From an optimization exercise on the open Yosys and OpenROAD flow, aimed at small area, a short achievable clock period and few clock cycles; shortcuts taken in it are not production practice. Only simulation tests tie the RTL to the original design; equivalence was not proved. No activity file was given, so power comes from the tool's default toggle rates.

## flow/constraint.sdc

```tcl
create_clock -name core_clock -period 9.0 [get_ports {clk}]
set_input_delay 1.8000 -clock core_clock [delete_from_list [all_inputs] [get_ports {clk}]]
set_output_delay 1.8000 -clock core_clock [all_outputs]
set_load 0.01 [all_outputs]
```

## flow/standard.sh

```bash
#!/bin/bash
# synth_recipe.tcl (not shown) runs the flow's synth.tcl, then flattens the netlist and writes it again
# the make line also repeats each setting of config.mk as NAME=value (left out here)
make -C /OpenROAD-flow-scripts/flow DESIGN_CONFIG=/design/flow/config.mk WORK_HOME=/design/flow/orfs CLKGATE_MAP_FILE= SYNTH_SCRIPT=/design/flow/synth_recipe.tcl "${@:-finish}"
```

## flow/flow/run.sh

```bash
#!/bin/bash
# The standard layout (standard.sh: standard synthesis, floorplan, place,
# CTS, route), with one change: buffer_ports makes the port buffers from the
# smallest buffer cell instead of the cell it picks by itself. Repair still
# resizes the buffers on critical ports. The full make output goes to
# standard_flow.log; ORFS's per-step logs stay under orfs/logs/.
set -euo pipefail
export BUFFER_PORTS_ARGS="-buffer_cell sky130_fd_sc_hd__buf_1"
bash standard.sh finish > standard_flow.log 2>&1
```

## flow/config.mk

```make
export PLATFORM = sky130hd
export DESIGN_NAME = frame_block
export DESIGN_NICKNAME = frame_block
export VERILOG_FILES = /design/flow/design.v
export SDC_FILE = /design/flow/constraint.sdc
export NUM_CORES = 4
export LEC_CHECK = 0
export CAP_MARGIN = 30
export CORE_MARGIN = 2
export CORE_UTILIZATION = 40
export CTS_BUF_LIST = sky130_fd_sc_hd__clkbuf_8 sky130_fd_sc_hd__clkbuf_16
export CTS_CLUSTER_DIAMETER = 80
export CTS_CLUSTER_SIZE = 20
export PLACE_DENSITY = 0.75
export SETUP_SLACK_MARGIN = 4
export SLEW_MARGIN = 30
export SYNTH_HIERARCHICAL = 1
export SYNTH_MINIMUM_KEEP_SIZE = 0
```

## flow/design.v

```verilog
module frame_block (
    input  wire        clk,
    input  wire        rst,
    input  wire        in_valid,
    input  wire [7:0]  in_data,
    output wire        in_ready,
    output wire        ovf,
    output wire        res_valid,
    input  wire        res_ack,
    output wire [3:0]  res_err,
    output wire [7:0]  res_dlen,
    output wire [31:0] res_msg_id,
    output wire [7:0]  res_ch_off,
    output wire [7:0]  res_ch_len,
    output wire [7:0]  res_ct_off,
    output wire [7:0]  res_ct_len,
    output wire [7:0]  res_pl_off,
    output wire [15:0] res_pl_len,
    output wire [31:0] res_crc_expected,
    output wire [31:0] res_crc_actual,
    input  wire [6:0]  rd_addr,
    output wire [7:0]  rd_data
);
    localparam CAP         = 128;
    localparam MAX_PAYLOAD = 100;
    localparam E_NONE      = 4'd0;
    localparam E_COBS_EOF  = 4'd2;
    localparam E_VERSION   = 4'd3;
    localparam E_LENGTH    = 4'd4;
    localparam E_CH_LONG   = 4'd5;
    localparam E_CT_LONG   = 4'd6;
    localparam E_CH_UTF8   = 4'd7;
    localparam E_CT_UTF8   = 4'd8;
    localparam E_PL_LEN    = 4'd9;
    localparam E_PL_LARGE  = 4'd10;
    localparam E_CRC       = 4'd11;
    localparam P_CSTR  = 4'd0;
    localparam P_TLEN  = 4'd1;
    localparam P_TSTR  = 4'd2;
    localparam P_PL0   = 4'd3;
    localparam P_PL1   = 4'd4;
    localparam P_PAY   = 4'd5;
    localparam P_CRC   = 4'd6;
    localparam P_END   = 4'd7;
    localparam P_TRAIL = 4'd8;
    reg        collecting;
    reg        pending;       
    reg        ovf_r;
    reg [7:0]  len;           
    reg [7:0]  cnt;           
    reg        zpend;         
    reg [6:0]  wr;            
    reg [6:0]  kturn;         
    reg [6:0]  slip;          
    reg        ver_ok;
    reg [7:0]  decl_lo;
    reg        decl_hi_nz;
    reg [31:0] msg_id;
    reg [7:0]  ch_len;
    reg [3:0]  phase;
    reg [7:0]  rem;
    reg [1:0]  u_need;
    reg [3:0]  u_rk;          
    reg        ch_bad, ct_bad;
    reg        p_big;
    reg [31:0] crc;
    reg [3:0]  err;
    reg [7:0]  ct_len, pl_off;
    reg [6:0]  pl_len;
    reg [31:0] crc_exp;
    reg [7:0]  ring [0:CAP-1];
    function [31:0] crc_byte(input [31:0] c, input [7:0] b);
        integer i;
        reg [31:0] r;
        begin
            r = c ^ {b, 24'h0};
            for (i = 0; i < 8; i = i + 1)
                r = r[31] ? ((r << 1) ^ 32'h04C11DB7) : (r << 1);
            crc_byte = r;
        end
    endfunction
    wire        take    = in_valid && in_ready;
    wire        is_code = (len == 8'd0) || (cnt == 8'd0);
    wire        b_zero  = (in_data == 8'h00);
    wire        full    = len[7];
    wire        store   = take && collecting && !b_zero && !full;
    wire [7:0]  d       = is_code ? 8'h00 : in_data;      
    wire        emit    = store && (!is_code || (zpend && len != 8'd0));
    wire        early   = (wr[6:3] == 4'd0);              
    wire        inline  = (slip == 7'd0);
    reg        u_bad;
    reg [1:0]  u_need_nx;
    reg [3:0]  u_rk_nx;
    always @(*) begin
        u_bad     = 1'b0;
        u_need_nx = 2'd0;
        u_rk_nx   = 4'd0;
        if (u_need != 2'd0) begin
            if (d[7:6] != 2'b10) u_bad = 1'b1;
            if (u_rk[0] && !d[5]) u_bad = 1'b1;
            if (u_rk[1] &&  d[5]) u_bad = 1'b1;
            if (u_rk[2] && d[5:4] == 2'b00) u_bad = 1'b1;
            if (u_rk[3] && d[5:4] != 2'b00) u_bad = 1'b1;
            u_need_nx = u_need - 2'd1;
        end else if (d <= 8'h7F) begin
            u_need_nx = 2'd0;
        end else if (d >= 8'hC2 && d <= 8'hDF) begin
            u_need_nx = 2'd1;
        end else if (d == 8'hE0) begin
            u_need_nx = 2'd2; u_rk_nx = 4'b0001;
        end else if (d == 8'hED) begin
            u_need_nx = 2'd2; u_rk_nx = 4'b0010;
        end else if (d >= 8'hE1 && d <= 8'hEF) begin
            u_need_nx = 2'd2;
        end else if (d == 8'hF0) begin
            u_need_nx = 2'd3; u_rk_nx = 4'b0100;
        end else if (d >= 8'hF1 && d <= 8'hF3) begin
            u_need_nx = 2'd3;
        end else if (d == 8'hF4) begin
            u_need_nx = 2'd3; u_rk_nx = 4'b1000;
        end else begin
            u_bad = 1'b1;
        end
    end
    wire        s_last  = (rem == 8'd1);
    wire        s_bad   = u_bad || (s_last && u_need_nx != 2'd0);
    reg [3:0]  err_nx;
    always @(*) begin
        if (cnt != 8'd0)                                        err_nx = E_COBS_EOF;
        else if (wr == 7'd0)                                    err_nx = E_LENGTH;
        else if (!ver_ok)                                       err_nx = E_VERSION;
        else if (wr < 7'd3 || decl_hi_nz ||
                 decl_lo != {1'b0, wr} - 8'd1)                  err_nx = E_LENGTH;
        else if (wr < 7'd7)                                     err_nx = E_LENGTH;
        else if (wr == 7'd7 || phase == P_CSTR)                 err_nx = E_CH_LONG;
        else if (ch_bad)                                        err_nx = E_CH_UTF8;
        else if (phase == P_TLEN || phase == P_TSTR)            err_nx = E_CT_LONG;
        else if (ct_bad)                                        err_nx = E_CT_UTF8;
        else if (phase != P_END && phase != P_TRAIL)            err_nx = E_PL_LEN;
        else if (pl_len > MAX_PAYLOAD)                          err_nx = E_PL_LARGE;
        else if (phase == P_TRAIL)                              err_nx = E_LENGTH;
        else if (crc != crc_exp)                                err_nx = E_CRC;
        else                                                    err_nx = E_NONE;
    end
    always @(posedge clk) begin
        ovf_r <= 1'b0;
        if (rst) begin
            collecting <= 1'b0;
            pending    <= 1'b0;
            len        <= 8'd0;
        end else begin
            if (pending && res_ack)
                pending <= 1'b0;
            if (take) begin
                if (!collecting) begin
                    if (b_zero) begin
                        collecting <= 1'b1;
                        len        <= 8'd0;
                    end
                end else if (b_zero) begin
                    if (len != 8'd0) begin
                        err        <= err_nx;
                        pending    <= 1'b1;
                        collecting <= 1'b0;
                        len        <= 8'd0;
                    end
                end else if (full) begin
                    ovf_r      <= 1'b1;
                    collecting <= 1'b0;
                    len        <= 8'd0;
                end else begin
                    len <= len + 8'd1;
                end
            end
        end
    end
    always @(posedge clk) begin
        if (store && len == 8'd0) begin
            kturn <= 7'd127;
            slip  <= 7'd0;
        end else begin
            kturn <= kturn + 7'd1;
            if (!emit)
                slip <= slip + 7'd1;
        end
    end
    always @(posedge clk) begin
        if (store) begin
            if (is_code) begin
                cnt   <= in_data - 8'd1;
                zpend <= (in_data != 8'hFF);
            end else begin
                cnt   <= cnt - 8'd1;
            end
            if (len == 8'd0)
                wr <= 7'd0;
            else if (emit)
                wr <= wr + 7'd1;
        end
    end
    always @(posedge clk) begin
        if (wr == 7'd0) ver_ok          <= (d == 8'h01);
        if (wr == 7'd1) decl_lo         <= d;
        if (wr == 7'd2) decl_hi_nz      <= (d != 8'h00);
        if (wr == 7'd3) msg_id[7:0]     <= d;
        if (wr == 7'd4) msg_id[15:8]    <= d;
        if (wr == 7'd5) msg_id[23:16]   <= d;
        if (wr == 7'd6) msg_id[31:24]   <= d;
        if (wr == 7'd7) ch_len          <= d;
    end
    integer ri;
    always @(posedge clk) begin
        ring[0] <= inline ? d : ring[CAP-1];
        for (ri = 1; ri < CAP; ri = ri + 1)
            ring[ri] <= ring[ri-1];
    end
    always @(posedge clk) begin
        if (store && len == 8'd0)
            crc <= 32'hFFFFFFFF;
        else if (emit) begin
            if (early || phase <= P_PAY)
                crc <= crc_byte(crc, d);
            if (early) begin
                if (wr == 7'd7) begin
                    rem    <= d;
                    phase  <= (d == 8'd0) ? P_TLEN : P_CSTR;
                    u_need <= 2'd0;
                    ch_bad <= 1'b0;
                end
            end else begin
                case (phase)
                P_CSTR: begin
                    u_need <= u_need_nx; u_rk <= u_rk_nx;
                    rem    <= rem - 8'd1;
                    if (s_bad) ch_bad <= 1'b1;
                    if (s_last) phase <= P_TLEN;
                end
                P_TLEN: begin
                    ct_len <= d;
                    rem    <= d;
                    phase  <= (d == 8'd0) ? P_PL0 : P_TSTR;
                    u_need <= 2'd0;
                    ct_bad <= 1'b0;
                end
                P_TSTR: begin
                    u_need <= u_need_nx; u_rk <= u_rk_nx;
                    rem    <= rem - 8'd1;
                    if (s_bad) ct_bad <= 1'b1;
                    if (s_last) phase <= P_PL0;
                end
                P_PL0: begin
                    rem   <= d;                  
                    phase <= P_PL1;
                end
                P_PL1: begin
                    pl_off <= {1'b0, wr} + 8'd1;
                    pl_len <= rem[6:0];
                    p_big  <= (d != 8'd0) || rem[7];
                    phase  <= (d == 8'd0 && rem == 8'd0) ? P_CRC : P_PAY;
                end
                P_PAY: begin
                    rem <= rem - 8'd1;
                    if (s_last && !p_big) phase <= P_CRC;
                end
                P_CRC: begin
                    crc_exp <= {d, crc_exp[31:8]};
                    rem     <= rem + 8'd1;
                    if (rem[1:0] == 2'd3) phase <= P_END;
                end
                default: phase <= P_TRAIL;
                endcase
            end
        end
    end
    wire [2:0]  al  = rd_addr[2:0];
    wire [3:0]  ah  = rd_addr[6:3];
    wire [2:0]  kl  = kturn[2:0];
    wire [3:0]  kh  = kturn[6:3];
    reg  [23:0] lo_tgt;
    reg  [63:0] hi_tgt;
    integer     ti;
    always @(*) begin
        for (ti = 0; ti < 8; ti = ti + 1)
            lo_tgt[ti*3 +: 3] = kl - ti[2:0];
        for (ti = 0; ti < 16; ti = ti + 1)
            hi_tgt[ti*4 +: 4] = kh - ti[3:0];
    end
    wire [7:0]  lo_hot;
    wire [15:0] hi_hot;
    frame_block_hot u_hot (
        .al(al), .ah(ah), .kl(kl), .lo_tgt(lo_tgt), .hi_tgt(hi_tgt),
        .lo_hot(lo_hot), .hi_hot(hi_hot)
    );
    wire [CAP*8-1:0] ring_flat;
    genvar      gf;
    generate
        for (gf = 0; gf < CAP; gf = gf + 1) begin : g_flat
            assign ring_flat[gf*8 +: 8] = ring[gf];
        end
    endgenerate
    wire [7:0]  rd_mux;
    frame_block_rdsel u_rdsel (
        .lo_hot(lo_hot), .hi_hot(hi_hot), .slots(ring_flat), .q(rd_mux)
    );
    assign in_ready         = !(pending && collecting) &&
                              !(collecting && len != 8'd0 && !inline);
    assign ovf              = ovf_r;
    assign res_valid        = pending;
    assign res_err          = err;
    assign res_dlen         = {1'b0, wr};
    assign res_msg_id       = msg_id;
    assign res_ch_off       = 8'd8;
    assign res_ch_len       = ch_len;
    assign res_ct_off       = ch_len + 8'd9;
    assign res_ct_len       = ct_len;
    assign res_pl_off       = pl_off;
    assign res_pl_len       = {9'd0, pl_len};
    assign res_crc_expected = crc_exp;
    assign res_crc_actual   = crc;
    assign rd_data          = rd_mux;
endmodule
module frame_block_hot (
    input  wire [2:0]  al,
    input  wire [3:0]  ah,
    input  wire [2:0]  kl,
    input  wire [23:0] lo_tgt,
    input  wire [63:0] hi_tgt,
    output reg  [7:0]  lo_hot,
    output reg  [15:0] hi_hot
);
    wire       bor = (al > kl);
    reg [15:0] e;
    integer    i;
    always @(*) begin
        for (i = 0; i < 8; i = i + 1)
            lo_hot[i] = (al == lo_tgt[i*3 +: 3]);
        for (i = 0; i < 16; i = i + 1)
            e[i] = (ah == hi_tgt[i*4 +: 4]);
        for (i = 0; i < 16; i = i + 1)
            hi_hot[i] = bor ? e[(i + 1) % 16] : e[i];
    end
endmodule
module frame_block_rdsel (
    input  wire [7:0]    lo_hot,
    input  wire [15:0]   hi_hot,
    input  wire [1023:0] slots,
    output reg  [7:0]    q
);
    reg [7:0] grp;
    integer   h, i;
    always @(*) begin
        q = 8'h00;
        for (h = 0; h < 16; h = h + 1) begin
            grp = 8'h00;
            for (i = 0; i < 8; i = i + 1)
                grp = grp | ({8{lo_hot[i]}} & slots[(h * 8 + i) * 8 +: 8]);
            q = q | ({8{hi_hot[h]}} & grp);
        end
    end
endmodule
```

==> impl_results.html, run 1 <==
<table>
<tr><th>Metric</th><th>Value</th></tr>
<tr><th colspan="2">CTS</th></tr>
<tr><td>Buffer type at the clock tree root</td><td>sky130_fd_sc_hd__clkbuf_16</td></tr>
<tr><td>Num CTS Buffers</td><td>roughly 70</td></tr>
<tr><td>CTS H-tree lvls</td><td>3</td></tr>
<tr><td>Clock latency reported for the late side of the worst-skew pair</td><td>around 650 ps</td></tr>
<tr><td>Post-CTS clock slew at the launch and capture registers of the worst setup and hold paths</td><td>80 ps</td></tr>
<tr><td>Hold bufs inserted after CTS</td><td>0</td></tr>
<tr><td>Clock tree from TritonCTS</td><td>built</td></tr>
<tr><td>Sinks on Clock Net</td><td>about 1,200</td></tr>
<tr><td>Maximum clock insertion buffer count</td><td>3</td></tr>
<tr><th colspan="2">Min path</th></tr>
<tr><td>Path class of the lowest-slack min-delay path</td><td>flip-flop to flip-flop</td></tr>
<tr><td>Number of cells on the worst hold path</td><td>0</td></tr>
<tr><td>Worst hold start</td><td>ring[12][0]</td></tr>
<tr><td>Hold-critical path endpoint</td><td>ring[13][0]</td></tr>
<tr><th colspan="2">Finish</th></tr>
<tr><td>Area added between synthesis and finish</td><td>14.5%</td></tr>
<tr><td>Antenna cell count</td><td>0</td></tr>
<tr><td>Share of layout cells above drive strength 1</td><td>0.104</td></tr>
<tr><td>Total Nets Final</td><td>3,146</td></tr>
<tr><td>Number of filler cells placed in the layout</td><td>slightly above 8,000</td></tr>
<tr><th colspan="2">STA</th></tr>
<tr><td>Worst slew slack as a fraction of its limit</td><td>0.382</td></tr>
<tr><td>Setup TNS</td><td>0 ps</td></tr>
<tr><td>Post-layout minimum cycle time</td><td>6140 ps</td></tr>
<tr><td>Slew at the pin closest to its max-slew limit</td><td>about 920 ps</td></tr>
<tr><td>Final number of hold-violating endpoints</td><td>0</td></tr>
<tr><td>RSZ-0062 raised after global routing</td><td>true</td></tr>
<tr><td>Max Slew Vio Count</td><td>0</td></tr>
<tr><td>Highest Clock Rate</td><td>163 MHz</td></tr>
<tr><td>Final setup violation count</td><td>0</td></tr>
<tr><td>Setup clock skew after layout</td><td>between 30 and 40 ps</td></tr>
<tr><td>Final hold slack</td><td>337 ps</td></tr>
<tr><td>Tcrit/Tclk final</td><td>0.682</td></tr>
<tr><td>Post-route worst setup slack</td><td>~2900 ps</td></tr>
<tr><th colspan="2">Power and ir drop</th></tr>
<tr><td>Combinational share of power</td><td>0.222</td></tr>
<tr><td>Cell-internal power</td><td>7.91 mW</td></tr>
<tr><td>Fraction of power consumed by sequential logic</td><td>0.494</td></tr>
<tr><td>Power density cells</td><td>around 260 nW/um^2</td></tr>
<tr><td>Standby leakage power</td><td>15.2 nW</td></tr>
<tr><td>Worst vdd ir</td><td>between 0.00015 and 0.0002 V</td></tr>
<tr><td>Share of total power in the clock network</td><td>0.284</td></tr>
<tr><td>Sw Share</td><td>0.306</td></tr>
<tr><td>Switching power summed over all nets</td><td>approximately 3.5 mW</td></tr>
<tr><td>Final Total Pwr</td><td>between 10 and 15 mW</td></tr>
<tr><th colspan="2">Placed design</th></tr>
<tr><td>Setup WS pre-CTS</td><td>1700 ps</td></tr>
<tr><td>Final weighted congestion in routability-driven placement</td><td>between 0.8 and 0.9</td></tr>
<tr><td>HPWL after detailed placement</td><td>slightly below 60,000 um</td></tr>
<tr><td>Total of buffers placed on input and output ports</td><td>about 180</td></tr>
<tr><th colspan="2">Floorplanning</th></tr>
<tr><td>Core Box Area</td><td>approximately 95,000 um^2</td></tr>
<tr><td>Effective utilization at floorplan</td><td>0.402</td></tr>
<tr><td>Floorplan die width</td><td>313 um</td></tr>
<tr><td>Boundary Pins</td><td>194</td></tr>
<tr><td>Total die area</td><td>97,700 um^2</td></tr>
<tr><td>Die Ht</td><td>313 um</td></tr>
<tr><td>Number of rows created at floorplan</td><td>approximately 110</td></tr>
<tr><th colspan="2">Drt</th></tr>
<tr><td>Vias per cell</td><td>between 5 and 6</td></tr>
<tr><td>Post-DRT Antenna Nets</td><td>0</td></tr>
<tr><td>Detailed-route wire length per cell</td><td>approximately 23 um</td></tr>
<tr><td>Number of remaining DRC errors</td><td>0</td></tr>
<tr><td>Pre-antenna DRT Iters</td><td>6</td></tr>
<tr><td>Count of routing violations after the opening detailed-route iteration</td><td>between 2,000 and 3,000</td></tr>
<tr><td>Wire length reported by the detailed router</td><td>approximately 100,000 um</td></tr>
<tr><td>Count of vias placed by the detailed router</td><td>about 25,000</td></tr>
<tr><th colspan="2">Global route</th></tr>
<tr><td>Initial antenna violation count</td><td>3</td></tr>
<tr><td>Remaining Overflow, GRT</td><td>0</td></tr>
<tr><td>First-pass GRT wire length</td><td>roughly 150,000 um</td></tr>
<tr><td>Pin count of the biggest net entering global routing</td><td>129</td></tr>
<tr><td>Aggregate global-route resource usage</td><td>0.198</td></tr>
<tr><td>Vias in the first global route</td><td>24,490</td></tr>
<tr><th colspan="2">Setup path</th></tr>
<tr><td>Worst Reg2Reg Path Length in Cells</td><td>10</td></tr>
<tr><td>Buffering stage count on the worst path with inverters included</td><td>4</td></tr>
<tr><td>Worst flop-to-flop path startpoint</td><td>len[0]</td></tr>
<tr><td>Crit end category</td><td>output pin</td></tr>
<tr><td>CP Launch Type</td><td>input port</td></tr>
<tr><td>WS Path Type</td><td>input port to output pin</td></tr>
<tr><td>Biggest fanout along the worst timing path</td><td>64</td></tr>
<tr><td>Delay contributed by the slowest stage of the critical path</td><td>approximately 430 ps</td></tr>
<tr><td>Sequence of cells on the critical path</td><td>bufbuf_16, xor2_2, nor3_4, buf_12, buf_12, a22oi_2, a41oi_4, a2111oi_4, nand4_1, buf_2</td></tr>
<tr><td>RR Endpoint</td><td>crc[9]</td></tr>
<tr><td>Most prevalent standard cell on the critical path</td><td>sky130_fd_sc_hd__buf_12</td></tr>
<tr><td>Minimum setup slack among reg-to-reg paths</td><td>just over 5000 ps</td></tr>
<tr><td>Arrival time at the worst endpoint</td><td>4340 ps</td></tr>
<tr><td>Highest-delay cell along the critical path</td><td>sky130_fd_sc_hd__a2111oi_4</td></tr>
<tr><td>Worst EP required</td><td>7200 ps</td></tr>
<tr><td>Family with the most delay on the worst path</td><td>compound AO/OA/AOI/OAI gates</td></tr>
<tr><th colspan="2">Yosys</th></tr>
<tr><td>Post-synthesis async set-or-reset flop share</td><td>0</td></tr>
<tr><td>Seq cells post-synth</td><td>between 1,000 and 1,500</td></tr>
<tr><td>Total of warnings raised by yosys</td><td>10</td></tr>
<tr><td>Most instantiated flip-flop cell in the synthesis netlist</td><td>sky130_fd_sc_hd__dfxtp_1</td></tr>
<tr><td>Netlist Area Pre-Place</td><td>around 38,000 um^2</td></tr>
<tr><td>Post-Syn Area per Cell</td><td>13.0 um^2</td></tr>
<tr><td>Sequential share of the synthesized area</td><td>0.683</td></tr>
<tr><td>Number of unique standard cell types used by synthesis</td><td>73</td></tr>
<tr><td>Number of enable flip-flop cells after synthesis</td><td>~150</td></tr>
<tr><td>Post-synthesis instance total</td><td>roughly 3,000</td></tr>
<tr><th colspan="2">Run status</th></tr>
<tr><td>Outcome</td><td>complete, no violations</td></tr>
<tr><th colspan="2">Flow run</th></tr>
<tr><td>Max-capacitance violation count</td><td>0</td></tr>
</table>
-- power by group through the flow --
stage | sequential (mW) | clock (mW) | combinational (mW)
floorplan | 5.73 | 0 | 1.30
global placement | 5.75 | 0 | 1.80
detailed placement | 5.75 | 0 | 1.83
CTS | 5.63 | 3.26 | 2.35
global route | 5.64 | 3.46 | 2.61
finish | 5.63 | 3.24 | 2.53
-- layout make-up --
cell class	count	area, um^2	area share
clock inverters	17	158	0.00361
inverters	69	265	0.00608
well taps	1265	1580	0.0363
flip-flops and latches	1227	26000	0.597
clock buffers	73	1820	0.0416
multi-input cells	1473	11800	0.269
repair buffers	258	2030	0.0465
-- routing by layer --
layer	track usage	up-vias	part of all wire
met1	0.273	12412	0.42
met3	0.0424	192	0.089
met2	0.312	1214	0.46
met4	0.0648	4	0.030
met5	0	-	0.00028
li1	-	11106	-
-- cells by family (layout without fill, tap and decap cells) --
kind of cell,count (synthesis),in the layout,synth area share
AOI/OAI and AO/OA,768,768,0.153
adders and majority gates,26,26,0.00854
other,2,18,0.000197
muxes,34,34,0.00893
DFF,1227,1227,0.683
buffers and inverters,255,417,0.0348
and+or+nand+nor,381,381,0.0523
xor gates and xnor gates,246,246,0.0595
-- cells in the mapped netlist, drive strengths merged, types with 44 or more instances --
| master | instances | area (um^2) |
|---|---|---|
| dfxtp | 1081 | 21600 |
| a22oi | 514 | 3860 |
| edfxtp | 146 | 4380 |
| xnor2 | 144 | 1300 |
| buf | 124 | 833 |
| xor2 | 98 | 873 |
| a41oi | 96 | 841 |
| nand2 | 87 | 327 |
| nor2 | 76 | 288 |
| inv | 68 | 255 |
| nand4 | 65 | 407 |
| clkbuf | 62 | 233 |
| nor3 | 44 | 235 |
-- sequential cells by signal, summed over array words and instances, names as in the netlist, 32 cells and up --
register and count:
ring 1024, msg_id 32, crc 32, crc_exp 32
-- per-module statistics from Yosys, one instance, submodules excluded --
module / flip-flops and latches / cell area (um^2) / times used
frame_block: 1227 / 30900 / 1
frame_block_hot: 0 / 1240 / 1
frame_block_rdsel: 0 / 5940 / 1
-- layout by cell type (no fill, tap or decap), types with 59 or more instances in the layout --
| cell | n |
|---|---|
| sky130_fd_sc_hd__buf_1 | 163 |
| sky130_fd_sc_hd__edfxtp_1 | 146 |
| sky130_fd_sc_hd__nand2_1 | 87 |
| sky130_fd_sc_hd__nand4_1 | 65 |
| sky130_fd_sc_hd__a22oi_1 | 500 |
| sky130_fd_sc_hd__a41oi_1 | 73 |
| sky130_fd_sc_hd__xor2_1 | 83 |
| sky130_fd_sc_hd__nor2_1 | 75 |
| sky130_fd_sc_hd__dfxtp_1 | 1078 |
| sky130_fd_sc_hd__clkbuf_16 | 73 |
| sky130_fd_sc_hd__xnor2_1 | 139 |
| sky130_fd_sc_hd__inv_1 | 59 |
-- per-stage QoR --
stage,area [um^2],instances,util
6_report,43600,4382,0.461
3_3_place_gp,39800,4236,0.420
3_5_place_dp,39800,4237,0.420
5_1_grt,43600,4382,0.461
2_1_floorplan,38200,2955,-
4_1_cts,43200,4365,0.456
-- what timing repair did --
action                                  CTS  global route
setup buffers                            27            16
endpoints found under the setup margin    8             8
pin swaps                                37            15
cloned                                   11             1
gates resized for setup                 152            49
-- worst max-delay path by stage --
stage | from | end | slack, ps | depth (start not counted)
floorplan | rd_addr[0] | rd_data[1] | 3490 | 12
global placement | rd_addr[0] | rd_data[6] | 1550 | 10
detailed placement | rd_addr[1] | rd_data[6] | 1700 | 9
CTS | rd_addr[1] | rd_data[3] | 3010 | 10
global route | rd_addr[1] | rd_data[4] | 2850 | 14
finish | rd_addr[0] | rd_data[1] | 2860 | 10
Testbench counts, summed over its fixed seeds: cycles 12,749.
==> inputs of run 2 (changes only) <==
--- a/flow/design.v
+++ b/flow/design.v
@@ -51,7 +51,6 @@
     reg        zpend;         
     reg [6:0]  wr;            
     reg [6:0]  kturn;         
-    reg [6:0]  slip;          
     reg        ver_ok;
     reg [7:0]  decl_lo;
     reg        decl_hi_nz;
@@ -87,7 +86,7 @@
     wire [7:0]  d       = is_code ? 8'h00 : in_data;      
     wire        emit    = store && (!is_code || (zpend && len != 8'd0));
     wire        early   = (wr[6:3] == 4'd0);              
-    wire        inline  = (slip == 7'd0);
+    wire        inline  = (kturn + 7'd1 == wr);            
     reg        u_bad;
     reg [1:0]  u_need_nx;
     reg [3:0]  u_rk_nx;
@@ -175,14 +174,10 @@
         end
     end
     always @(posedge clk) begin
-        if (store && len == 8'd0) begin
+        if (store && len == 8'd0)
             kturn <= 7'd127;
-            slip  <= 7'd0;
-        end else begin
+        else
             kturn <= kturn + 7'd1;
-            if (!emit)
-                slip <= slip + 7'd1;
-        end
     end
     always @(posedge clk) begin
         if (store) begin
@@ -264,8 +259,8 @@
                 end
                 P_CRC: begin
                     crc_exp <= {d, crc_exp[31:8]};
-                    rem     <= rem + 8'd1;
-                    if (rem[1:0] == 2'd3) phase <= P_END;
+                    rem     <= rem - 8'd1;           
+                    if (rem[1:0] == 2'd1) phase <= P_END;
                 end
                 default: phase <= P_TRAIL;
                 endcase
--- a/flow/config.mk
+++ b/flow/config.mk
@@ -7,7 +7,7 @@
 export LEC_CHECK = 0
 export CAP_MARGIN = 30
 export CORE_MARGIN = 2
-export CORE_UTILIZATION = 40
+export CORE_UTILIZATION = 55
 export CTS_BUF_LIST = sky130_fd_sc_hd__clkbuf_8 sky130_fd_sc_hd__clkbuf_16
 export CTS_CLUSTER_DIAMETER = 80
 export CTS_CLUSTER_SIZE = 20
==> impl_results.html, run 2 <==
<table>
<tr><th>Metric</th><th>Value</th></tr>
<tr><th colspan="2">STA</th></tr>
<tr><td>Post-route worst setup slack</td><td>2950 ps (+85.3 ps)</td></tr>
<tr><td>RSZ-0062 raised after global routing</td><td>true</td></tr>
<tr><td>Tcrit/Tclk final</td><td>0.672 (-0.00947)</td></tr>
<tr><td>Final setup violation count</td><td>0 (unchanged)</td></tr>
<tr><td>Setup TNS</td><td>0 ps (unchanged)</td></tr>
<tr><td>Highest Clock Rate</td><td>165 MHz (+1.4%)</td></tr>
<tr><td>Slew at the pin closest to its max-slew limit</td><td>943 ps (+17.9 ps)</td></tr>
<tr><td>Setup clock skew after layout</td><td>28.4 ps (-3.33 ps)</td></tr>
<tr><td>Worst slew slack as a fraction of its limit</td><td>0.362 (-0.0200)</td></tr>
<tr><td>Post-layout minimum cycle time</td><td>6050 ps (-85.3 ps)</td></tr>
<tr><td>Final number of hold-violating endpoints</td><td>0 (unchanged)</td></tr>
<tr><td>Max Slew Vio Count</td><td>0 (unchanged)</td></tr>
<tr><th colspan="2">Finish</th></tr>
<tr><td>Multi-input gate area in the final layout</td><td>11,700 um^2 (-0.66%)</td></tr>
<tr><td>Max reg flops</td><td>1,024 (unchanged)</td></tr>
<tr><td>Number of filler cells placed in the layout</td><td>4,976 (-39%)</td></tr>
<tr><td>Total Nets Final</td><td>3,103 (-1.4%)</td></tr>
<tr><td>Largest register by flop count</td><td>ring</td></tr>
<tr><td>Top library cells by usage in the layout, fill and taps aside</td><td>sky130_fd_sc_hd__dfxtp_1, sky130_fd_sc_hd__a22oi_1, sky130_fd_sc_hd__xnor2_1, sky130_fd_sc_hd__buf_1, sky130_fd_sc_hd__edfxtp_1</td></tr>
<tr><td>Leading cell type in the layout, fill and taps excluded</td><td>sky130_fd_sc_hd__dfxtp_1</td></tr>
<tr><td>Sequential cell area</td><td>25,900 um^2 (-0.51%)</td></tr>
<tr><td>Final standard cell area without fillers</td><td>42,700 um^2 (-2.0%)</td></tr>
<tr><td>Share of layout cells above drive strength 1</td><td>0.101 (-0.00300)</td></tr>
<tr><td>Final cell count without fillers</td><td>3,966 (-9.5%)</td></tr>
<tr><td>Area added between synthesis and finish</td><td>12.6%</td></tr>
<tr><th colspan="2">Drt</th></tr>
<tr><td>Count of vias placed by the detailed router</td><td>25,004 (+0.30%)</td></tr>
<tr><td>Wire length reported by the detailed router</td><td>102,000 um (+0.12%)</td></tr>
<tr><td>Post-DRT Antenna Nets</td><td>0 (unchanged)</td></tr>
<tr><td>Number of remaining DRC errors</td><td>0 (unchanged)</td></tr>
<tr><td>Pre-antenna DRT Iters</td><td>8 (+2)</td></tr>
<tr><td>Vias per cell</td><td>6.30 (+11%)</td></tr>
<tr><td>Count of routing violations after the opening detailed-route iteration</td><td>2,472 (-2.9%)</td></tr>
<tr><td>Detailed-route wire length per cell</td><td>25.7 um (+11%)</td></tr>
<tr><th colspan="2">Yosys</th></tr>
<tr><td>Netlist Area Pre-Place</td><td>38,000 um^2 (-0.37%)</td></tr>
<tr><td>Most used standard cells in the synthesized netlist</td><td>sky130_fd_sc_hd__dfxtp_1, sky130_fd_sc_hd__a22oi_1, sky130_fd_sc_hd__xnor2_1</td></tr>
<tr><td>Post-synthesis async set-or-reset flop share</td><td>0 (unchanged)</td></tr>
<tr><td>Compound-cell area share of the yosys netlist</td><td>0.154 (+0.00176)</td></tr>
<tr><td>Adder-cell share of the synthesized area</td><td>0.00758 (-0.000957)</td></tr>
<tr><td>Multiplexer fraction of the synthesized cell area</td><td>0.00686 (-0.00208)</td></tr>
<tr><td>Largest area contributor in the synthesized netlist</td><td>sky130_fd_sc_hd__dfxtp_1</td></tr>
<tr><td>Most instantiated flip-flop cell in the synthesis netlist</td><td>sky130_fd_sc_hd__dfxtp_1</td></tr>
<tr><td>Post-synthesis instance total</td><td>2,910 (-0.99%)</td></tr>
<tr><td>Sequential share of the synthesized area</td><td>0.682 (-0.00115)</td></tr>
<tr><td>Post-Syn Area per Cell</td><td>13.0 um^2 (+0.62%)</td></tr>
<tr><td>Share of synthesized cell area in and, or, nand and nor gates</td><td>0.0526 (+0.000261)</td></tr>
<tr><td>Number of unique standard cell types used by synthesis</td><td>78 (+6.8%)</td></tr>
<tr><td>Total of warnings raised by yosys</td><td>10 (unchanged)</td></tr>
<tr><td>Combinational family with the most area after synthesis</td><td>compound AO/OA/AOI/OAI gates</td></tr>
<tr><td>Synth top area share</td><td>0.566 (-0.00158)</td></tr>
<tr><td>Number of enable flip-flop cells after synthesis</td><td>146 (unchanged)</td></tr>
<tr><td>Seq cells post-synth</td><td>1,220 (-0.57%)</td></tr>
<tr><td>Xor and xnor fraction of the mapped netlist area</td><td>0.0612 (+0.00170)</td></tr>
<tr><td>Most common cell in the synthesized netlist</td><td>sky130_fd_sc_hd__dfxtp_1</td></tr>
<tr><td>Leading post-synthesis cells by cell area</td><td>sky130_fd_sc_hd__dfxtp_1, sky130_fd_sc_hd__edfxtp_1, sky130_fd_sc_hd__a22oi_1</td></tr>
<tr><th colspan="2">Setup path</th></tr>
<tr><td>Arrival time at the worst endpoint</td><td>4250 ps (-90 ps)</td></tr>
<tr><td>Biggest fanout along the worst timing path</td><td>128 (+100%)</td></tr>
<tr><td>Crit end category</td><td>output pin</td></tr>
<tr><td>Worst Reg2Reg Path Length in Cells</td><td>10 (unchanged)</td></tr>
<tr><td>Worst EP required</td><td>7200 ps (about the same)</td></tr>
<tr><td>CP Launch Type</td><td>input port</td></tr>
<tr><td>WS Path Type</td><td>input port to output pin</td></tr>
<tr><th colspan="2">Floorplanning</th></tr>
<tr><td>Core Box Area</td><td>68,500 um^2 (-28%)</td></tr>
<tr><td>Boundary Pins</td><td>194 (unchanged)</td></tr>
<tr><td>Die Ht</td><td>267 um (-15%)</td></tr>
<tr><td>Total die area</td><td>71,100 um^2 (-27%)</td></tr>
<tr><td>Effective utilization at floorplan</td><td>0.554 (+0.152)</td></tr>
<tr><td>Number of rows created at floorplan</td><td>96 (-15%)</td></tr>
<tr><td>Floorplan die width</td><td>267 um (-15%)</td></tr>
<tr><th colspan="2">Power and ir drop</th></tr>
<tr><td>Sw Share</td><td>0.308 (+0.00177)</td></tr>
<tr><td>Switching power summed over all nets</td><td>3.46 mW (-0.82%)</td></tr>
<tr><td>Standby leakage power</td><td>14.5 nW (-4.3%)</td></tr>
<tr><td>Power density cells</td><td>263 nW/um^2 (+0.64%)</td></tr>
<tr><td>Worst vdd ir</td><td>0.000181 V (+8.5%)</td></tr>
<tr><td>Share of total power in the clock network</td><td>0.288 (+0.004)</td></tr>
<tr><td>Fraction of power consumed by sequential logic</td><td>0.496 (+0.002)</td></tr>
<tr><td>Combinational share of power</td><td>0.216 (-0.006)</td></tr>
<tr><td>Cell-internal power</td><td>7.78 mW (-1.6%)</td></tr>
<tr><th colspan="2">CTS</th></tr>
<tr><td>Sinks on Clock Net</td><td>1,220 (-0.57%)</td></tr>
<tr><td>Clock tree from TritonCTS</td><td>built</td></tr>
<tr><td>Num CTS Buffers</td><td>72 (unchanged)</td></tr>
<tr><td>Buffer type at the clock tree root</td><td>sky130_fd_sc_hd__clkbuf_16</td></tr>
<tr><td>Hold bufs inserted after CTS</td><td>0 (unchanged)</td></tr>
<tr><td>Maximum clock insertion buffer count</td><td>3 (unchanged)</td></tr>
<tr><td>Post-CTS clock slew at the launch and capture registers of the worst setup and hold paths</td><td>80 ps (about the same)</td></tr>
<tr><td>CTS H-tree lvls</td><td>3 (unchanged)</td></tr>
<tr><td>Clock latency reported for the late side of the worst-skew pair</td><td>650 ps (about the same)</td></tr>
<tr><th colspan="2">Placed design</th></tr>
<tr><td>Instance area at placement</td><td>39,000 um^2 (-1.9%)</td></tr>
<tr><td>Setup WS pre-CTS</td><td>1630 ps (-69.9 ps)</td></tr>
<tr><td>HPWL after detailed placement</td><td>56,500 um (-2.4%)</td></tr>
<tr><td>Final weighted congestion in routability-driven placement</td><td>0.894 (+5.4%)</td></tr>
<tr><td>Total of buffers placed on input and output ports</td><td>175 (unchanged)</td></tr>
<tr><td>Placed cells</td><td>3,810 (-10%)</td></tr>
<tr><th colspan="2">Global route</th></tr>
<tr><td>Initial antenna violation count</td><td>5 (+2)</td></tr>
<tr><td>First-pass GRT wire length</td><td>147,000 um (-2.7%)</td></tr>
<tr><td>Aggregate global-route resource usage</td><td>0.266 (+0.0678)</td></tr>
<tr><td>Vias in the first global route</td><td>25,045 (+2.3%)</td></tr>
<tr><td>Pin count of the biggest net entering global routing</td><td>129 (unchanged)</td></tr>
<tr><td>Remaining Overflow, GRT</td><td>0 (unchanged)</td></tr>
<tr><th colspan="2">Min path</th></tr>
<tr><td>Path class of the lowest-slack min-delay path</td><td>flip-flop to flip-flop</td></tr>
<tr><td>Number of cells on the worst hold path</td><td>0 (unchanged)</td></tr>
<tr><th colspan="2">Run status</th></tr>
<tr><td>Outcome</td><td>complete, no violations</td></tr>
<tr><th colspan="2">Flow run</th></tr>
<tr><td>Max-capacitance violation count</td><td>0 (unchanged)</td></tr>
</table>
-- run 2: cell count changes in the layout (fill, tap and decap cells not counted), sizes merged, moves of 8 or more --
cell,previous run,this run
a31oi,2,10
inv,79,70
mux2i,34,26
nand2,87,75
nand2b,1,12
nor2,76,52
nor3,44,36
o211ai,1,27
o21ai,36,25
xnor2,144,170
xor2,98,66
-- run 2: layout make-up --
cell class	count	area share
flip-flops and latches	1220	0.606
multi-input cells	1451	0.273
clock buffers	72	0.0421
repair buffers	254	0.0401
well taps	882	0.0258
inverters	62	0.00784
clock inverters	22	0.00512
diodes	3	0.000176
-- run 2: modules after synthesis (local to each module, per instance) --
module | copies in the design | flip-flops and latches
frame_block_hot | 1 | 0
frame_block_rdsel | 1 | 0
frame_block | 1 | 1220
-- run 2: final timing paths --
check	startpoint	slack, ps	end
setup / recovery	rd_addr[2]	2950	rd_data[6]
hold / removal	ring[89][5]	340	ring[90][5]
setup reg to reg	kturn[0]	5040	pl_off[1]
hold reg to reg	ring[89][5]	340	ring[90][5]
-- run 2: layer usage --
metal | part of all wire | GRT usage | routed length [um]
met5 | 0 | 0 | 0
met2 | 0.48 | 0.442 | 48600
met4 | 0.038 | 0.108 | 3900
met1 | 0.40 | 0.341 | 41200
met3 | 0.080 | 0.0531 | 8100
-- run 2: critical path: stages --
cell	delay, ps
sky130_fd_sc_hd__buf_8	170
sky130_fd_sc_hd__xor2_1	220
sky130_fd_sc_hd__nor3_2	80
sky130_fd_sc_hd__buf_12	220
sky130_fd_sc_hd__a22oi_1	400
sky130_fd_sc_hd__a41oi_2	230
sky130_fd_sc_hd__a2111oi_4	420
sky130_fd_sc_hd__nand4_1	260
sky130_fd_sc_hd__buf_2	230
-- run 2: repair_timing --
action	4_1_cts	5_1_grt
gates cloned	2	9
resized for setup	153	85
endpoints found under the hold margin	0	0
pin swaps	30	19
setup buffers	27	20
endpoints found under the setup margin	9	9
-- run 2: cell families (layout without fill, tap and decap cells) --
family,Yosys count,count (layout)
DFF,1220,1220
AOI/OAI and AO/OA,775,775
and+or+nand+nor,363,363
adders and majority gates,23,23
muxes,26,26
buffers and inverters,255,410
other,2,21
xor gates and xnor gates,246,246
-- run 2: per-stage QoR --
step / hold slack, ps / util / power, mW
detailed placement: 336 / 0.570 / 7.49
CTS: 337 / 0.613 / 10.9
global route: 340 / 0.624 / 11.5
floorplan: 331 / - / 6.96
global placement: 333 / 0.570 / 7.47
finish: 337 / 0.624 / 11.2
-- run 2: power groups by stage --
stage	sequential [mW]	clock (mW)	combinational, mW
final	5.58	3.24	2.43
after global routing	5.59	3.47	2.48
after CTS	5.58	3.26	2.08
after detailed placement	5.70	0	1.79
after global placement	5.70	0	1.76
after floorplan	5.67	0	1.28
Testbench counts of run 2, summed over its fixed seeds: cycles 12,749.
==> inputs of run 3 (changes only) <==
--- a/flow/config.mk
+++ b/flow/config.mk
@@ -10,7 +10,7 @@
 export CORE_UTILIZATION = 55
 export CTS_BUF_LIST = sky130_fd_sc_hd__clkbuf_8 sky130_fd_sc_hd__clkbuf_16
 export CTS_CLUSTER_DIAMETER = 80
-export CTS_CLUSTER_SIZE = 20
+export CTS_CLUSTER_SIZE = 25
 export PLACE_DENSITY = 0.75
 export SETUP_SLACK_MARGIN = 4
 export SLEW_MARGIN = 30
==> impl_results.html, run 3 <==
<table>
<tr><th>Metric</th><th>Value</th></tr>
<tr><th colspan="2">Floorplanning</th></tr>
<tr><td>Core Box Area</td><td>68,500 um^2 (unchanged)</td></tr>
<tr><td>Boundary Pins</td><td>194 (unchanged)</td></tr>
<tr><td>Die Ht</td><td>267 um (unchanged)</td></tr>
<tr><td>Total die area</td><td>71,100 um^2 (unchanged)</td></tr>
<tr><td>Number of rows created at floorplan</td><td>96 (unchanged)</td></tr>
<tr><td>Effective utilization at floorplan</td><td>0.554 (unchanged)</td></tr>
<tr><td>Floorplan die width</td><td>267 um (unchanged)</td></tr>
<tr><th colspan="2">Global route</th></tr>
<tr><td>Pin count of the biggest net entering global routing</td><td>129 (unchanged)</td></tr>
<tr><td>Aggregate global-route resource usage</td><td>0.261 (-0.00561)</td></tr>
<tr><td>Initial antenna violation count</td><td>3 (-2)</td></tr>
<tr><td>Vias in the first global route</td><td>24,608 (-1.7%)</td></tr>
<tr><td>Remaining Overflow, GRT</td><td>0 (unchanged)</td></tr>
<tr><td>First-pass GRT wire length</td><td>145,000 um (-1.5%)</td></tr>
<tr><th colspan="2">Placed design</th></tr>
<tr><td>Final weighted congestion in routability-driven placement</td><td>0.894 (unchanged)</td></tr>
<tr><td>Total of buffers placed on input and output ports</td><td>175 (unchanged)</td></tr>
<tr><td>HPWL after detailed placement</td><td>56,500 um (unchanged)</td></tr>
<tr><th colspan="2">Setup path</th></tr>
<tr><td>Sequence of cells on the critical path</td><td>buf_12, ha_4, and2b_1, o21ai_2, a32oi_4, buf_12, buf_12, buf_16, mux2i_1, bufinv_8, buf_4, a41oi_2, a2111oi_4, nand4_1, buf_2</td></tr>
<tr><td>CP Launch Type</td><td>input port</td></tr>
<tr><td>Arrival time at the worst endpoint</td><td>4310 ps (+60 ps)</td></tr>
<tr><td>RR Endpoint</td><td>pl_off[1]</td></tr>
<tr><td>WS Path Type</td><td>input port to output pin</td></tr>
<tr><td>Highest-delay cell along the critical path</td><td>sky130_fd_sc_hd__bufinv_8</td></tr>
<tr><td>Biggest fanout along the worst timing path</td><td>8 (-94%)</td></tr>
<tr><td>Minimum setup slack among reg-to-reg paths</td><td>4970 ps (-70 ps)</td></tr>
<tr><td>Worst Reg2Reg Path Length in Cells</td><td>10 (unchanged)</td></tr>
<tr><td>Crit end category</td><td>output pin</td></tr>
<tr><td>Worst EP required</td><td>7200 ps (about the same)</td></tr>
<tr><td>Worst flop-to-flop path startpoint</td><td>kturn[0]</td></tr>
<tr><td>Delay contributed by the slowest stage of the critical path</td><td>280 ps (-140 ps)</td></tr>
<tr><td>Most prevalent standard cell on the critical path</td><td>sky130_fd_sc_hd__buf_12</td></tr>
<tr><th colspan="2">Yosys</th></tr>
<tr><td>Largest area contributor in the synthesized netlist</td><td>sky130_fd_sc_hd__dfxtp_1</td></tr>
<tr><td>Number of enable flip-flop cells after synthesis</td><td>146 (unchanged)</td></tr>
<tr><td>Post-synthesis async set-or-reset flop share</td><td>0 (unchanged)</td></tr>
<tr><td>Synth top area share</td><td>0.566 (unchanged)</td></tr>
<tr><td>Sequential share of the synthesized area</td><td>0.682 (unchanged)</td></tr>
<tr><td>Most instantiated flip-flop cell in the synthesis netlist</td><td>sky130_fd_sc_hd__dfxtp_1</td></tr>
<tr><td>Post-Syn Area per Cell</td><td>13.0 um^2 (unchanged)</td></tr>
<tr><td>Most common cell in the synthesized netlist</td><td>sky130_fd_sc_hd__dfxtp_1</td></tr>
<tr><td>Number of unique standard cell types used by synthesis</td><td>78 (unchanged)</td></tr>
<tr><td>Netlist Area Pre-Place</td><td>38,000 um^2 (unchanged)</td></tr>
<tr><td>Seq cells post-synth</td><td>1,220 (unchanged)</td></tr>
<tr><td>Most used standard cells in the synthesized netlist</td><td>sky130_fd_sc_hd__dfxtp_1, sky130_fd_sc_hd__a22oi_1, sky130_fd_sc_hd__xnor2_1</td></tr>
<tr><td>Post-synthesis instance total</td><td>2,910 (unchanged)</td></tr>
<tr><td>Leading post-synthesis cells by cell area</td><td>sky130_fd_sc_hd__dfxtp_1, sky130_fd_sc_hd__edfxtp_1, sky130_fd_sc_hd__a22oi_1</td></tr>
<tr><td>Total of warnings raised by yosys</td><td>10 (unchanged)</td></tr>
<tr><th colspan="2">Drt</th></tr>
<tr><td>Count of vias placed by the detailed router</td><td>24,977 (-0.11%)</td></tr>
<tr><td>Wire length reported by the detailed router</td><td>105,000 um (+3.2%)</td></tr>
<tr><td>Pre-antenna DRT Iters</td><td>6 (-2)</td></tr>
<tr><td>Detailed-route wire length per cell</td><td>26.6 um (+3.6%)</td></tr>
<tr><td>Vias per cell</td><td>6.32 (+0.27%)</td></tr>
<tr><td>Count of routing violations after the opening detailed-route iteration</td><td>2,901 (+17%)</td></tr>
<tr><td>Number of remaining DRC errors</td><td>0 (unchanged)</td></tr>
<tr><td>Post-DRT Antenna Nets</td><td>0 (unchanged)</td></tr>
<tr><th colspan="2">STA</th></tr>
<tr><td>Setup TNS</td><td>0 ps (unchanged)</td></tr>
<tr><td>RSZ-0062 raised after global routing</td><td>true</td></tr>
<tr><td>Slew at the pin closest to its max-slew limit</td><td>914 ps (-28.7 ps)</td></tr>
<tr><td>Worst slew slack as a fraction of its limit</td><td>0.381 (+0.0195)</td></tr>
<tr><td>Tcrit/Tclk final</td><td>0.679 (+0.00706)</td></tr>
<tr><td>Setup clock skew after layout</td><td>56.8 ps (+28.4 ps)</td></tr>
<tr><td>Final number of hold-violating endpoints</td><td>0 (unchanged)</td></tr>
<tr><td>Post-layout minimum cycle time</td><td>6110 ps (+63.5 ps)</td></tr>
<tr><td>Final setup violation count</td><td>0 (unchanged)</td></tr>
<tr><td>Highest Clock Rate</td><td>164 MHz (-1.0%)</td></tr>
<tr><td>Max Slew Vio Count</td><td>0 (unchanged)</td></tr>
<tr><th colspan="2">Min path</th></tr>
<tr><td>Path class of the lowest-slack min-delay path</td><td>flip-flop to flip-flop</td></tr>
<tr><td>Hold-critical path endpoint</td><td>ring[93][1]</td></tr>
<tr><td>Worst hold start</td><td>ring[92][1]</td></tr>
<tr><td>Number of cells on the worst hold path</td><td>0 (unchanged)</td></tr>
<tr><th colspan="2">CTS</th></tr>
<tr><td>Clock latency reported for the late side of the worst-skew pair</td><td>680 ps (+30 ps)</td></tr>
<tr><td>Clock tree from TritonCTS</td><td>built</td></tr>
<tr><td>Num CTS Buffers</td><td>55 (-24%)</td></tr>
<tr><td>Post-CTS clock slew at the launch and capture registers of the worst setup and hold paths</td><td>90 ps (about the same)</td></tr>
<tr><td>CTS H-tree lvls</td><td>2 (-1)</td></tr>
<tr><td>Maximum clock insertion buffer count</td><td>3 (unchanged)</td></tr>
<tr><td>Hold bufs inserted after CTS</td><td>0 (unchanged)</td></tr>
<tr><td>Buffer type at the clock tree root</td><td>sky130_fd_sc_hd__clkbuf_16</td></tr>
<tr><td>Sinks on Clock Net</td><td>1,220 (unchanged)</td></tr>
<tr><th colspan="2">Finish</th></tr>
<tr><td>Max reg flops</td><td>1,024 (unchanged)</td></tr>
<tr><td>Largest register by flop count</td><td>ring</td></tr>
<tr><td>Total Nets Final</td><td>3,097 (-0.19%)</td></tr>
<tr><td>Top library cells by usage in the layout, fill and taps aside</td><td>sky130_fd_sc_hd__dfxtp_1, sky130_fd_sc_hd__a22oi_1, sky130_fd_sc_hd__xnor2_1, sky130_fd_sc_hd__buf_1, sky130_fd_sc_hd__edfxtp_1</td></tr>
<tr><td>Number of filler cells placed in the layout</td><td>4,985 (+0.18%)</td></tr>
<tr><td>Core Util, Final</td><td>0.622 (-0.00228)</td></tr>
<tr><td>Share of layout cells above drive strength 1</td><td>0.100 (-0.00117)</td></tr>
<tr><td>Leading cell type in the layout, fill and taps excluded</td><td>sky130_fd_sc_hd__dfxtp_1</td></tr>
<tr><td>Area added between synthesis and finish</td><td>12.2%</td></tr>
<tr><th colspan="2">Power and ir drop</th></tr>
<tr><td>Worst vdd ir</td><td>0.000178 V (-1.6%)</td></tr>
<tr><td>Standby leakage power</td><td>14.4 nW (-0.76%)</td></tr>
<tr><td>Power density cells</td><td>258 nW/um^2 (-1.8%)</td></tr>
<tr><th colspan="2">Run status</th></tr>
<tr><td>Outcome</td><td>complete, no violations</td></tr>
<tr><th colspan="2">Flow run</th></tr>
<tr><td>Max-capacitance violation count</td><td>0 (unchanged)</td></tr>
</table>
==> run 3: logic make-up after synthesis <==
| kind of cell | count (synthesis) | share of synthesized area |
|---|---|---|
| AO/OA/AOI/OAI | 775 | 0.154 |
| XOR/XNOR | 246 | 0.0612 |
| adder cells (fa/ha/maj) | 23 | 0.00758 |
| buffers and inverters | 255 | 0.0352 |
| flip-flops | 1220 | 0.682 |
| multiplexers | 26 | 0.00686 |
| other | 2 | 0.000198 |
| AND/OR/NAND/NOR | 363 | 0.0526 |
==> run 3: timing repair <==
item | CTS | global route
pin swaps | 30 | 28
buffers inserted | 24 | 25
setup endpoints to repair | 9 | 9
cloned | 4 | 16
resized for setup | 137 | 118
==> run 3: through the flow <==
stage / setup slack (ps) / instances / power, mW / instance area [um^2] / hold WS [ps]
after floorplan: 3490 / 2926 / 6.96 / 38100 / 331
after global placement: 1710 / 3809 / 7.47 / 39000 / 333
after detailed placement: 1630 / 3810 / 7.49 / 39000 / 336
after CTS: 3020 / 3907 / 10.4 / 41500 / 329
after global routing: 2860 / 3951 / 11.3 / 42600 / 336
final: 2890 / 3951 / 11.0 / 42600 / 324
==> run 3: final cells by class <==
cell class                      instances  area, um^2  share of cell area
Sequential cell                      1220       25900               0.608
Multi-Input combinational cell       1451       11700               0.276
Timing Repair Buffer                  265        2020              0.0474
Clock buffer                           56        1400              0.0329
Tap cell                              882        1100              0.0259
Inverter                               62         309             0.00726
Clock inverter                         13         114             0.00267
Antenna cell                            2        5.00            0.000118
==> run 3: power by group <==
group	internal [mW]	total (mW)	switching, mW
Combinational	0.889	2.64	1.75
Clock	1.14	2.78	1.64
Sequential	5.51	5.58	0.0745
Total	7.53	11.0	3.47
==> run 3: critical path, delay by kind of cell <==
| kind | cells | cell delay (ps) |
|---|---|---|
| mux | 1 | 270 |
| simple gates | 2 | 330 |
| compound gates | 4 | 540 |
| buf+inv | 7 | 1110 |
| fa+ha+maj | 1 | 260 |
==> run 3: how the worst max path moves through the flow <==
stage	from	end	slack, ps
global placement	rd_addr[0]	rd_data[0]	1710
CTS	rd_addr[1]	rd_data[1]	3020
floorplan	rd_addr[0]	rd_data[1]	3490
detailed placement	rd_addr[0]	rd_data[0]	1630
finish	rd_addr[1]	rd_data[0]	2890
global route	rd_addr[1]	rd_data[0]	2860
==> run 3: modules after synthesis (local to each module, per instance) <==
module / times used / flops+latches
frame_block_hot: 1 / 0
frame_block: 1 / 1220
frame_block_rdsel: 1 / 0
==> run 3: metal layers <==
layer | global-route usage | part of all wire | wire length, um | vias up
met1 | 0.339 | 0.40 | 41700 | 12482
li1 | - | - | - | 10943
met3 | 0.0511 | 0.088 | 9290 | 249
met5 | 0 | 0 | 0 | -
met2 | 0.434 | 0.47 | 49900 | 1303
met4 | 0.0917 | 0.041 | 4300 | 0
==> inputs of run 4 (changes only) <==
--- a/flow/design.v
+++ b/flow/design.v
@@ -339,17 +339,35 @@
     input  wire [7:0]    lo_hot,
     input  wire [15:0]   hi_hot,
     input  wire [1023:0] slots,
-    output reg  [7:0]    q
+    output wire [7:0]    q
 );
-    reg [7:0] grp;
-    integer   h, i;
+    wire [127:0] rows;
+    frame_block_rdrow u_row (.lo_hot(lo_hot), .slots(slots), .rows(rows));
+    frame_block_rdcol u_col (.hi_hot(hi_hot), .rows(rows), .q(q));
+endmodule
+module frame_block_rdrow (
+    input  wire [7:0]    lo_hot,
+    input  wire [1023:0] slots,
+    output reg  [127:0]  rows
+);
+    integer h, i;
     always @(*) begin
-        q = 8'h00;
         for (h = 0; h < 16; h = h + 1) begin
-            grp = 8'h00;
+            rows[h*8 +: 8] = 8'h00;
             for (i = 0; i < 8; i = i + 1)
-                grp = grp | ({8{lo_hot[i]}} & slots[(h * 8 + i) * 8 +: 8]);
-            q = q | ({8{hi_hot[h]}} & grp);
+                rows[h*8 +: 8] = rows[h*8 +: 8] | ({8{lo_hot[i]}} & slots[(h * 8 + i) * 8 +: 8]);
         end
     end
 endmodule
+module frame_block_rdcol (
+    input  wire [15:0]  hi_hot,
+    input  wire [127:0] rows,
+    output reg  [7:0]   q
+);
+    integer h;
+    always @(*) begin
+        q = 8'h00;
+        for (h = 0; h < 16; h = h + 1)
+            q = q | ({8{hi_hot[h]}} & rows[h*8 +: 8]);
+    end
+endmodule
==> impl_results.html, run 4 <==
<table>
<tr><th>Metric</th><th>Value</th></tr>
<tr><th colspan="2">CTS</th></tr>
<tr><td>Maximum clock insertion buffer count</td><td>3 (unchanged)</td></tr>
<tr><td>Num CTS Buffers</td><td>56 (+1.8%)</td></tr>
<tr><td>Clock tree from TritonCTS</td><td>built</td></tr>
<tr><td>Hold bufs inserted after CTS</td><td>0 (unchanged)</td></tr>
<tr><td>Clock latency reported for the late side of the worst-skew pair</td><td>670 ps (about the same)</td></tr>
<tr><td>Sinks on Clock Net</td><td>1,220 (unchanged)</td></tr>
<tr><td>Buffer type at the clock tree root</td><td>sky130_fd_sc_hd__clkbuf_16</td></tr>
<tr><td>Post-CTS clock slew at the launch and capture registers of the worst setup and hold paths</td><td>90 ps (about the same)</td></tr>
<tr><td>CTS H-tree lvls</td><td>2 (unchanged)</td></tr>
<tr><th colspan="2">STA</th></tr>
<tr><td>Highest Clock Rate</td><td>166 MHz (+1.4%)</td></tr>
<tr><td>Max Slew Vio Count</td><td>0 (unchanged)</td></tr>
<tr><td>Post-layout minimum cycle time</td><td>6030 ps (-84.3 ps)</td></tr>
<tr><td>Final number of hold-violating endpoints</td><td>0 (unchanged)</td></tr>
<tr><td>RSZ-0062 raised after global routing</td><td>true</td></tr>
<tr><td>Setup clock skew after layout</td><td>22.0 ps (-34.8 ps)</td></tr>
<tr><td>Tcrit/Tclk final</td><td>0.670 (-0.00936)</td></tr>
<tr><td>Setup TNS</td><td>0 ps (unchanged)</td></tr>
<tr><td>Final setup violation count</td><td>0 (unchanged)</td></tr>
<tr><td>Slew at the pin closest to its max-slew limit</td><td>1040 ps (+122 ps)</td></tr>
<tr><td>Worst slew slack as a fraction of its limit</td><td>0.309 (-0.0717)</td></tr>
<tr><th colspan="2">Yosys</th></tr>
<tr><td>Sequential share of the synthesized area</td><td>0.671 (-0.0108)</td></tr>
<tr><td>Largest area contributor in the synthesized netlist</td><td>sky130_fd_sc_hd__dfxtp_1</td></tr>
<tr><td>Synth top area share</td><td>0.557 (-0.00898)</td></tr>
<tr><td>Total of warnings raised by yosys</td><td>11 (+1)</td></tr>
<tr><td>Leading post-synthesis cells by cell area</td><td>sky130_fd_sc_hd__dfxtp_1, sky130_fd_sc_hd__edfxtp_1, sky130_fd_sc_hd__a22oi_1</td></tr>
<tr><td>Number of unique standard cell types used by synthesis</td><td>75 (-3.8%)</td></tr>
<tr><td>Most used standard cells in the synthesized netlist</td><td>sky130_fd_sc_hd__dfxtp_1, sky130_fd_sc_hd__a22oi_1, sky130_fd_sc_hd__nand4_1</td></tr>
<tr><td>Post-synthesis async set-or-reset flop share</td><td>0 (unchanged)</td></tr>
<tr><td>Number of enable flip-flop cells after synthesis</td><td>146 (unchanged)</td></tr>
<tr><td>Netlist Area Pre-Place</td><td>38,600 um^2 (+1.6%)</td></tr>
<tr><td>Most instantiated flip-flop cell in the synthesis netlist</td><td>sky130_fd_sc_hd__dfxtp_1</td></tr>
<tr><td>Post-synthesis instance total</td><td>2,953 (+1.5%)</td></tr>
<tr><td>Post-Syn Area per Cell</td><td>13.1 um^2 (+0.13%)</td></tr>
<tr><td>Most common cell in the synthesized netlist</td><td>sky130_fd_sc_hd__dfxtp_1</td></tr>
<tr><td>Seq cells post-synth</td><td>1,220 (unchanged)</td></tr>
<tr><th colspan="2">Setup path</th></tr>
<tr><td>CP Launch Type</td><td>input port</td></tr>
<tr><td>Worst EP required</td><td>7200 ps (about the same)</td></tr>
<tr><td>Worst Reg2Reg Path Length in Cells</td><td>9 (-1)</td></tr>
<tr><td>Arrival time at the worst endpoint</td><td>4230 ps (-80 ps)</td></tr>
<tr><td>WS Path Type</td><td>input port to output pin</td></tr>
<tr><td>Biggest fanout along the worst timing path</td><td>32 (+24)</td></tr>
<tr><td>Crit end category</td><td>output pin</td></tr>
<tr><th colspan="2">Finish</th></tr>
<tr><td>Core Util, Final</td><td>0.604 (-0.0181)</td></tr>
<tr><td>Share of layout cells above drive strength 1</td><td>0.0885 (-0.0116)</td></tr>
<tr><td>Leading cell type in the layout, fill and taps excluded</td><td>sky130_fd_sc_hd__dfxtp_1</td></tr>
<tr><td>Sequential cell area</td><td>25,900 um^2 (about the same)</td></tr>
<tr><td>Top library cells by usage in the layout, fill and taps aside</td><td>sky130_fd_sc_hd__dfxtp_1, sky130_fd_sc_hd__a22oi_1, sky130_fd_sc_hd__nand4_1, sky130_fd_sc_hd__buf_1, sky130_fd_sc_hd__xnor2_1</td></tr>
<tr><td>Number of filler cells placed in the layout</td><td>5,237 (+5.1%)</td></tr>
<tr><td>Max reg flops</td><td>1,024 (unchanged)</td></tr>
<tr><td>Area added between synthesis and finish</td><td>9.28%</td></tr>
<tr><td>Multi-input gate area in the final layout</td><td>11,500 um^2 (-2.0%)</td></tr>
<tr><td>Final cell count without fillers</td><td>4,026 (+1.9%)</td></tr>
<tr><td>Largest register by flop count</td><td>ring</td></tr>
<tr><td>Final standard cell area without fillers</td><td>42,200 um^2 (-1.0%)</td></tr>
<tr><td>Total Nets Final</td><td>3,113 (+0.52%)</td></tr>
<tr><th colspan="2">Global route</th></tr>
<tr><td>Pin count of the biggest net entering global routing</td><td>65 (-50%)</td></tr>
<tr><td>Aggregate global-route resource usage</td><td>0.269 (+0.00806)</td></tr>
<tr><td>First-pass GRT wire length</td><td>150,000 um (+3.3%)</td></tr>
<tr><td>Vias in the first global route</td><td>25,110 (+2.0%)</td></tr>
<tr><td>Remaining Overflow, GRT</td><td>0 (unchanged)</td></tr>
<tr><td>Initial antenna violation count</td><td>4 (+1)</td></tr>
<tr><th colspan="2">Drt</th></tr>
<tr><td>Pre-antenna DRT Iters</td><td>6 (unchanged)</td></tr>
<tr><td>Number of remaining DRC errors</td><td>0 (unchanged)</td></tr>
<tr><td>Post-DRT Antenna Nets</td><td>0 (unchanged)</td></tr>
<tr><td>Count of vias placed by the detailed router</td><td>24,952 (-0.10%)</td></tr>
<tr><td>Detailed-route wire length per cell</td><td>24.8 um (-6.7%)</td></tr>
<tr><td>Count of routing violations after the opening detailed-route iteration</td><td>2,286 (-21%)</td></tr>
<tr><td>Wire length reported by the detailed router</td><td>100,000 um (-4.9%)</td></tr>
<tr><td>Vias per cell</td><td>6.20 (-2.0%)</td></tr>
<tr><th colspan="2">Floorplanning</th></tr>
<tr><td>Total die area</td><td>72,300 um^2 (+1.6%)</td></tr>
<tr><td>Core Box Area</td><td>69,800 um^2 (+1.9%)</td></tr>
<tr><td>Boundary Pins</td><td>194 (unchanged)</td></tr>
<tr><td>Number of rows created at floorplan</td><td>97 (+1.0%)</td></tr>
<tr><td>Die Ht</td><td>269 um (+0.79%)</td></tr>
<tr><td>Effective utilization at floorplan</td><td>0.553 (-0.00172)</td></tr>
<tr><td>Floorplan die width</td><td>269 um (+0.79%)</td></tr>
<tr><th colspan="2">Power and ir drop</th></tr>
<tr><td>Standby leakage power</td><td>15.0 nW (+3.9%)</td></tr>
<tr><td>Worst vdd ir</td><td>0.000183 V (+2.9%)</td></tr>
<tr><td>Power density cells</td><td>256 nW/um^2 (-0.92%)</td></tr>
<tr><th colspan="2">Flow run</th></tr>
<tr><td>Max-capacitance violation count</td><td>0 (unchanged)</td></tr>
<tr><th colspan="2">Min path</th></tr>
<tr><td>Number of cells on the worst hold path</td><td>0 (unchanged)</td></tr>
<tr><td>Path class of the lowest-slack min-delay path</td><td>flip-flop to flip-flop</td></tr>
<tr><th colspan="2">Placed design</th></tr>
<tr><td>Placed cells</td><td>3,903 (+2.4%)</td></tr>
<tr><td>HPWL after detailed placement</td><td>55,000 um (-2.6%)</td></tr>
<tr><td>Instance area at placement</td><td>39,400 um^2 (+0.82%)</td></tr>
<tr><td>Final weighted congestion in routability-driven placement</td><td>0.902 (+0.92%)</td></tr>
<tr><td>Total of buffers placed on input and output ports</td><td>175 (unchanged)</td></tr>
<tr><th colspan="2">Run status</th></tr>
<tr><td>Outcome</td><td>complete, no violations</td></tr>
</table>
run 4: cell count changes after synthesis, moves of 8 or more:
cell	before	now
sky130_fd_sc_hd__a41oi_1	99	0
sky130_fd_sc_hd__nand4_1	69	166
sky130_fd_sc_hd__buf_6	19	98
sky130_fd_sc_hd__buf_2	76	31
sky130_fd_sc_hd__a22o_1	0	33
sky130_fd_sc_hd__a2111oi_0	32	1
sky130_fd_sc_hd__a221oi_1	1	28
sky130_fd_sc_hd__nor3_1	35	24
sky130_fd_sc_hd__buf_4	33	23
sky130_fd_sc_hd__mux2_2	0	9
sky130_fd_sc_hd__a21oi_1	38	46
run 4: per-module statistics from Yosys (local to each module, per instance), a selection:
module / cells inside / flip-flops and latches / times used / cell area [um^2]
frame_block_rdrow: 752 / 0 / 1 / 5770
frame_block: 1963 / 1220 / 1 / 30800
frame_block_hot: 150 / 0 / 1 / 1240
frame_block_rdcol: 88 / 0 / 1 / 778
run 4: where the power goes:
part	switching [mW]	internal, mW	total [mW]	leakage, nW
combinational	1.58	0.763	2.34	4.23
clock	1.64	1.23	2.87	0.814
sequential	0.0744	5.51	5.58	9.95
run 4: worst max-delay path, cell delays in order:
cell and delay (ps):
sky130_fd_sc_hd__buf_16 130, sky130_fd_sc_hd__buf_4 140, sky130_fd_sc_hd__xor2_2 210, sky130_fd_sc_hd__nor3_4 70, sky130_fd_sc_hd__buf_4 200, sky130_fd_sc_hd__buf_16 200, sky130_fd_sc_hd__a22oi_1 200, sky130_fd_sc_hd__nand4_1 230
sky130_fd_sc_hd__a22o_1 300, sky130_fd_sc_hd__a221oi_2 200, sky130_fd_sc_hd__nand4_1 270, sky130_fd_sc_hd__buf_2 230
run 4: logic make-up after synthesis:
| kind of cell | count (synthesis) | share of synthesized area |
|---|---|---|
| simple gates | 455 | 0.0654 |
| compound gates | 722 | 0.141 |
| xor+xnor | 234 | 0.0573 |
| flops | 1220 | 0.671 |
| buf+inv | 262 | 0.0482 |
| fa+ha+maj | 23 | 0.00746 |
| mux | 35 | 0.00937 |
| other cells | 2 | 0.000195 |
run 4: final timing paths:
| path | startpoint | endpoint | slack, ps |
|---|---|---|---|
| min | ring[62][6] | ring[63][6] | 340 |
| min reg2reg | ring[62][6] | ring[63][6] | 340 |
| max | rd_addr[0] | rd_data[7] | 2970 |
| max reg2reg | kturn[0] | wr[1] | 4820 |
run 4: per-layer routing:
layer,share of wire,wire length (um),global-route usage
met1,0.41,40700,0.349
met2,0.47,47200,0.442
met3,0.074,7450,0.0439
met4,0.047,4650,0.124
met5,0,0,0
run 4: area by class of cell:
cell class / instances / share of cell area
inverter: 54 / 0.00499
sequential: 1220 / 0.614
clock buffer: 58 / 0.0342
clock inverter: 14 / 0.00460
multi-input combinational: 1487 / 0.273
timing repair buffer: 252 / 0.0409
antenna: 1 / 0.0000594
tap: 940 / 0.0279
run 4: repair_timing:
action                     in CTS  in global routing
gates cloned                   11                  2
setup endpoints to repair       9                  9
hold endpoints to repair        0                  0
gates resized for setup        92                 34
pin swaps                      13                 19
setup buffers                  15                 22
run 4: through the flow:
stage	setup WS [ps]	hold slack, ps	power [mW]
2_1_floorplan	3520	331	7.17
3_3_place_gp	2070	333	7.43
3_5_place_dp	2060	336	7.44
4_1_cts	3080	329	10.6
5_1_grt	2910	345	11.1
6_report	2970	341	10.8
Testbench counts of run 4, summed over its fixed seeds: cycles 12,749.

[port drivers added, routing unchanged]
No port has a modelled driver above. Below, the same layouts with a new extraction and two added sets of constraints. Step 1 assumes that a clkbuf_16 drives the clock port and a buf_2 every other input. Step 2 also shifts input and output timing later by t, the mid clock arrival at the registers, as if the neighbouring blocks saw the same clock. Slacks: ideal ports / drivers / drivers and shift; pairs: ideal ports / drivers.
run | shift t [ns] | setup slack, ns
run 1 | 0.701 | 2.863 / 2.804 / 2.804
run 2 | 0.699 | 2.949 / 2.786 / 2.786
run 3 | 0.716 | 2.885 / 2.737 / 2.737
run 4 | 0.718 | 2.969 / 2.865 / 2.865
After both steps every run listed still meets setup and hold.
